What follows belongs to an exercise in optimizing a design on an open flow for small area; a production flow would make more cautious choices.
In this exercise RTL edits were held to simulation tests only and were not proved equivalent to the original.
Power figures rest on the tool's default switching activity, not on a simulated workload.

==> flow/design.v (excerpt) <==
module k1fcb (
    input  wire        clk,
    input  wire        rst,
    input  wire        in_valid,
    input  wire [7:0]  in_byte,
    output wire        in_ready,
    output wire        ob_valid,
    output wire [7:0]  ob_byte,
    output wire        rsp_valid,
    output wire [7:0]  rsp_op,
    output wire [7:0]  rsp_status,
    output wire [15:0] rsp_acc,
    output wire [7:0]  rsp_out,
    output wire [3:0]  rsp_xpos,
    output wire [1:0]  rsp_sflags,
    output wire [6:0]  rsp_rxn,
    output wire [6:0]  rsp_consumed,
    output wire        rsp_has_start,
    output wire [6:0]  rsp_start,
    output wire        rsp_ovf,
    output wire [15:0] rsp_len,
    output wire [15:0] rsp_type,
    output wire [15:0] rsp_dlen,
    output wire [15:0] rsp_crc_rx,
    output wire [15:0] rsp_crc_calc,
    output wire        rsp_crc_ok,
    output wire        rsp_dlen_ok,
    output wire        rsp_runt,
    output wire [6:0]  rsp_passes
);
    function [7:0] key;
        input [3:0] k;
        case (k)
            4'd0:  key = 8'h16;  4'd1:  key = 8'h6C;  4'd2:  key = 8'h14;  4'd3:  key = 8'hE6;
            4'd4:  key = 8'h2E;  4'd5:  key = 8'h91;  4'd6:  key = 8'h0D;  4'd7:  key = 8'h40;
            4'd8:  key = 8'h21;  4'd9:  key = 8'h35;  4'd10: key = 8'hD5;  4'd11: key = 8'h40;
  ...
For scale: about 1,600 cells after synthesis, ~180 I/O pins, roughly 19,000 sq um of cells after synthesis.
==> flow/config.mk <==
export PLATFORM = sky130hd
export DESIGN_NAME = k1fcb
export DESIGN_NICKNAME = k1fcb
export VERILOG_FILES = /design/flow/design.v
export SDC_FILE = /design/flow/constraint.sdc
export NUM_CORES = 4
export LEC_CHECK = 0
export CAP_MARGIN = 20
export CORE_MARGIN = 2
export CORE_UTILIZATION = 40
export CTS_BUF_LIST = sky130_fd_sc_hd__clkbuf_4 sky130_fd_sc_hd__clkbuf_8 sky130_fd_sc_hd__clkbuf_16
export CTS_CLUSTER_DIAMETER = 150
export CTS_CLUSTER_SIZE = 25
export PLACE_DENSITY = 0.6
export SLEW_MARGIN = 20
==> flow/constraint.sdc <==
create_clock -name core_clock -period 11.0 [get_ports {clk}]
set_input_delay 2.2000 -clock core_clock [delete_from_list [all_inputs] [get_ports {clk}]]
set_output_delay 2.2000 -clock core_clock [all_outputs]
set_load 0.01 [all_outputs]
standard.sh (not shown) runs the stock make flow with config.mk's settings and CLKGATE_MAP_FILE= SYNTH_SCRIPT=/design/flow/synth_recipe.tcl, a recipe that flattens the netlist after the stock synthesis.
==> flow/flow/run.sh <==
#!/bin/bash
# Standard ORFS layout through the standard.sh, with two changes:
#  * technology mapping in synthesis uses an area-oriented ABC script
#    (flow/abc_map.script) in place of ORFS's abc_speed.script;
#  * every port still gets its own buffer, but buffer_ports uses the smallest buffer
#    (sky130_fd_sc_hd__buf_1) instead of the cell it picks by default.
# Everything else (the synthesis passes before and after ABC, flop mapping, floorplan,
# power grid, placement, CTS, routing) is ORFS's own.
set -euo pipefail
here=$(pwd)
rm -rf "$here/scripts"
cp -r "$FLOW_HOME/scripts" "$here/scripts"
cp "$here/flow/abc_map.script" "$here/scripts/abc_speed.script"
export SCRIPTS_DIR="$here/scripts"
export BUFFER_PORTS_ARGS="-buffer_cell sky130_fd_sc_hd__buf_1"
bash "$here/standard.sh" > "$here/orfs_make.log" 2>&1
==> flow/flow/abc_map.script <==
strash
dch -f
map -a
strash
dc2
dch -f
map -a
strash
&get -n
&st
&dch -f
&nf -R 1000 -p
&put
Then changed:
CORE_UTILIZATION = 60   (was 40)
CTS_BUF_LIST = not set   (was sky130_fd_sc_hd__clkbuf_4 sky130_fd_sc_hd__clkbuf_8 sky130_fd_sc_hd__clkbuf_16)
PLACE_DENSITY = 0.75   (was 0.6)
The new run ran to the end with no violations.
Total power is about the same.
Worst setup slack got worse by 53 ps.
Fmax decreases slightly.
Combinational power hardly moves.
Clock-buffer cell count increases by 2.
Area after synthesis is unchanged.
Utilization increases by 22 points.
Then changed:
CORE_UTILIZATION = 40   (was 60)
CTS_CLUSTER_DIAMETER = 100   (was 150)
PLACE_DENSITY = 0.6   (was 0.75)
The changed run finished clean.
Count of clock-buffer cells in the layout is lower by 1.
Setup slack improved by 27 ps.
Final cell count is higher by roughly a tenth.
Via count is lower by a few percent.
Total power is about the same.
Area after synthesis is unchanged.
Non-clock buffer count is higher by 3.
Die area is higher by well over a third.
Design area is higher slightly.
Synthesized cell count stays the same.
Wire length is lower by a few percent.
Then changed:
CTS_CLUSTER_DIAMETER = 150   (was 100)
Die area is unchanged.
Combinational power barely changes.
Clock skew came out higher by 33 ps.
Hold slack degrades by 5.9 ps.
Global-route usage barely changes.


k1fcb again, from the RTL that the note above started with.
export LEC_CHECK = 0
export CAP_MARGIN = 0
export CORE_MARGIN = 2
export CORE_UTILIZATION = 40
export CTS_CLUSTER_DIAMETER = 150
export CTS_CLUSTER_SIZE = 22
export PLACE_DENSITY = 0.6
export SLEW_MARGIN = 0
create_clock -name core_clock -period 11.0 [get_ports {clk}]
Scripts as last shown in full above: flow/flow/run.sh, flow/flow/abc_map.script
The baseline went through all stages and came out clean.
Change:
CAP_MARGIN = 20   (was 0)
CTS_BUF_LIST = sky130_fd_sc_hd__clkbuf_8   (was not set)
CTS_CLUSTER_DIAMETER = 100   (was 150)
CTS_CLUSTER_SIZE = 14   (was 22)
SLEW_MARGIN = 20   (was 0)
After rerunning: Die area is unchanged; design area drops slightly; clock-buffer cell count climbs by 10; wire length stays flat; non-clock buffer count does not change; synthesized cell count is unchanged; worst setup slack gets better by 13 ps; final cell count climbs slightly.
Change:
CTS_BUF_LIST = not set   (was sky130_fd_sc_hd__clkbuf_8)
CTS_CLUSTER_DIAMETER = 110   (was 100)
CTS_CLUSTER_SIZE = 35   (was 14)
=>
- The new run passed the timing, DRC and antenna checks
- non-clock buffer count does not change
- cell count falls by 1.3%
- routed wire length fell by 0.95%
- via count is lower by 1.1%
- cell area decreases by 0.58%
Change:
CTS_CLUSTER_DIAMETER = 120   (was 110)
CTS_CLUSTER_SIZE = 30   (was 35)
What happened:
- The new run passed the timing, DRC and antenna checks
- combinational power is about the same
- sequential share of layout area fell by 0.13 points
- area after synthesis does not change
- die area stays the same
- wire length is about the same
- final area barely changes


Another version of the RTL of k1fcb (not shown whole).
Size in the first run: ~1,700 cells after synthesis, roughly 180 I/O pins, ~0.021 mm2 of cells after synthesis.
==> flow/design.v (excerpt) <==
module k1fcb (
    input  wire        clk,
    input  wire        rst,
    input  wire        in_valid,
    input  wire [7:0]  in_byte,
    output wire        in_ready,
    output wire        ob_valid,
    output wire [7:0]  ob_byte,
    output wire        rsp_valid,
    output wire [7:0]  rsp_op,
    output wire [7:0]  rsp_status,
    output wire [15:0] rsp_acc,
    output wire [7:0]  rsp_out,
    output wire [3:0]  rsp_xpos,
    output wire [1:0]  rsp_sflags,
    output wire [6:0]  rsp_rxn,
    output wire [6:0]  rsp_consumed,
    output wire        rsp_has_start,
    output wire [6:0]  rsp_start,
    output wire        rsp_ovf,
    output wire [15:0] rsp_len,
    output wire [15:0] rsp_type,
    output wire [15:0] rsp_dlen,
    output wire [15:0] rsp_crc_rx,
    output wire [15:0] rsp_crc_calc,
    output wire        rsp_crc_ok,
    output wire        rsp_dlen_ok,
    output wire        rsp_runt,
    output wire [6:0]  rsp_passes
);
export LEC_CHECK = 0
export CAP_MARGIN = 20
export CORE_MARGIN = 2
export CORE_UTILIZATION = 40
export PLACE_DENSITY = 0.6
export SLEW_MARGIN = 20
create_clock -name core_clock -period 11.0 [get_ports {clk}]
run.sh (not shown) runs the stock make flow with config.mk's settings and CLKGATE_MAP_FILE= SYNTH_SCRIPT=/design/flow/synth_recipe.tcl, a recipe that flattens the netlist after the stock synthesis.
Stock flow here: none of the scripts above is used.
Next try:
==> flow/flow/run.sh (new file) <==
#!/bin/bash
# Standard ORFS layout, except that the technology mapping in synthesis uses an
# area-oriented ABC script (flow/abc_map.script) in place of ORFS's abc_speed.script.
# Everything else (the synthesis passes before and after ABC, flop mapping, floorplan,
# power grid, placement, CTS, routing) is ORFS's own, run through the standard.sh.
set -euo pipefail
here=$(pwd)
rm -rf "$here/scripts"
cp -r "$FLOW_HOME/scripts" "$here/scripts"
cp "$here/flow/abc_map.script" "$here/scripts/abc_speed.script"
export SCRIPTS_DIR="$here/scripts"
bash "$here/standard.sh" > "$here/orfs_make.log" 2>&1
==> flow/flow/abc_map.script (new file) <==
&get -n
&st
&dch -f
&nf -R 1000 -p
&st
&if -g -K 6
&synch2
&nf -R 1000 -p
&st
&dc2
&dch -f
&nf -R 1000 -p
&st
&syn2
&dch -f
&nf -R 1000 -p
&put
==> flow/standard.sh (new file) <==
#!/bin/bash
# synth_recipe.tcl (not shown) runs the flow's synth.tcl, then flattens the netlist and writes it again
# the make line also repeats each setting of config.mk as NAME=value (left out here)
make -C /OpenROAD-flow-scripts/flow DESIGN_CONFIG=/design/flow/config.mk WORK_HOME=/design/flow/orfs CLKGATE_MAP_FILE= SYNTH_SCRIPT=/design/flow/synth_recipe.tcl "${@:-finish}"
--- a/flow/config.mk
+++ b/flow/config.mk
@@ -10,0 +11,2 @@
+export CTS_CLUSTER_DIAMETER = 150
+export CTS_CLUSTER_SIZE = 25
removed: flow/run.sh
What happened:
- sequential power stays flat
- count of clock-buffer cells in the layout came out lower by 51
- flip-flop and latch count stays the same
- global-route usage grows by 0.18 points
- worst setup slack degrades by 0.17 ns
- clock skew falls by 0.016 ns
- maximum frequency is lower by a few percent
- routed wire length is lower by a few percent

## what the ideal ports hide
In the flow no input, the clock included, has a driving cell. The finished layouts below were timed again as built, in two steps. Step 1 (the two cells are an assumption about what drives the block):
set clk [get_ports {clk}]
set_driving_cell -lib_cell sky130_fd_sc_hd__clkbuf_16 $clk
set_driving_cell -lib_cell sky130_fd_sc_hd__buf_2 [delete_from_list [all_inputs] $clk]
Step 2 moves the port delays by t, midway between the first and last clock arrival at a register: inputs arrive t later, outputs are due t later. That takes back most of the time a late clock gives input paths. a / b / c = ideal / step 1 / step 2; a / b = the first two.
run | t (ns) | setup slack, ns | hold WS [ns]
the first run of note 1 | 0.632 | 3.880 / 3.848 / 3.848 | 0.316 / 0.316 / 0.316
the second run of note 1 | 0.619 | 3.826 / 3.806 / 3.806 | 0.311 / 0.311 / 0.311
the third run of note 1 | 0.631 | 3.854 / 3.817 / 3.817 | 0.323 / 0.323 / 0.323
the fourth run of note 1 | 0.632 | 3.895 / 3.866 / 3.866 | 0.317 / 0.317 / 0.317
the first run of note 2 | 0.607 | 3.868 / 3.829 / 3.829 | 0.313 / 0.313 / 0.313
the second run of note 2 | 0.689 | 3.881 / 3.845 / 3.845 | 0.314 / 0.314 / 0.314
the third run of note 2 | 0.621 | 3.868 / 3.848 / 3.848 | 0.321 / 0.321 / 0.321
the fourth run of note 2 | 0.627 | 3.868 / 3.843 / 3.843 | 0.318 / 0.318 / 0.318
the first run of note 3 | 0.673 | 3.677 / 3.653 / 3.653 | 0.299 / 0.299 / 0.299
the second run of note 3 | 0.650 | 3.509 / 3.478 / 3.478 | 0.316 / 0.316 / 0.316
After both steps every run listed still meets setup and hold. The setup slack of the first run of note 2, which loses most, moves by -0.039 ns with the drivers and by -0.039 ns with both steps.
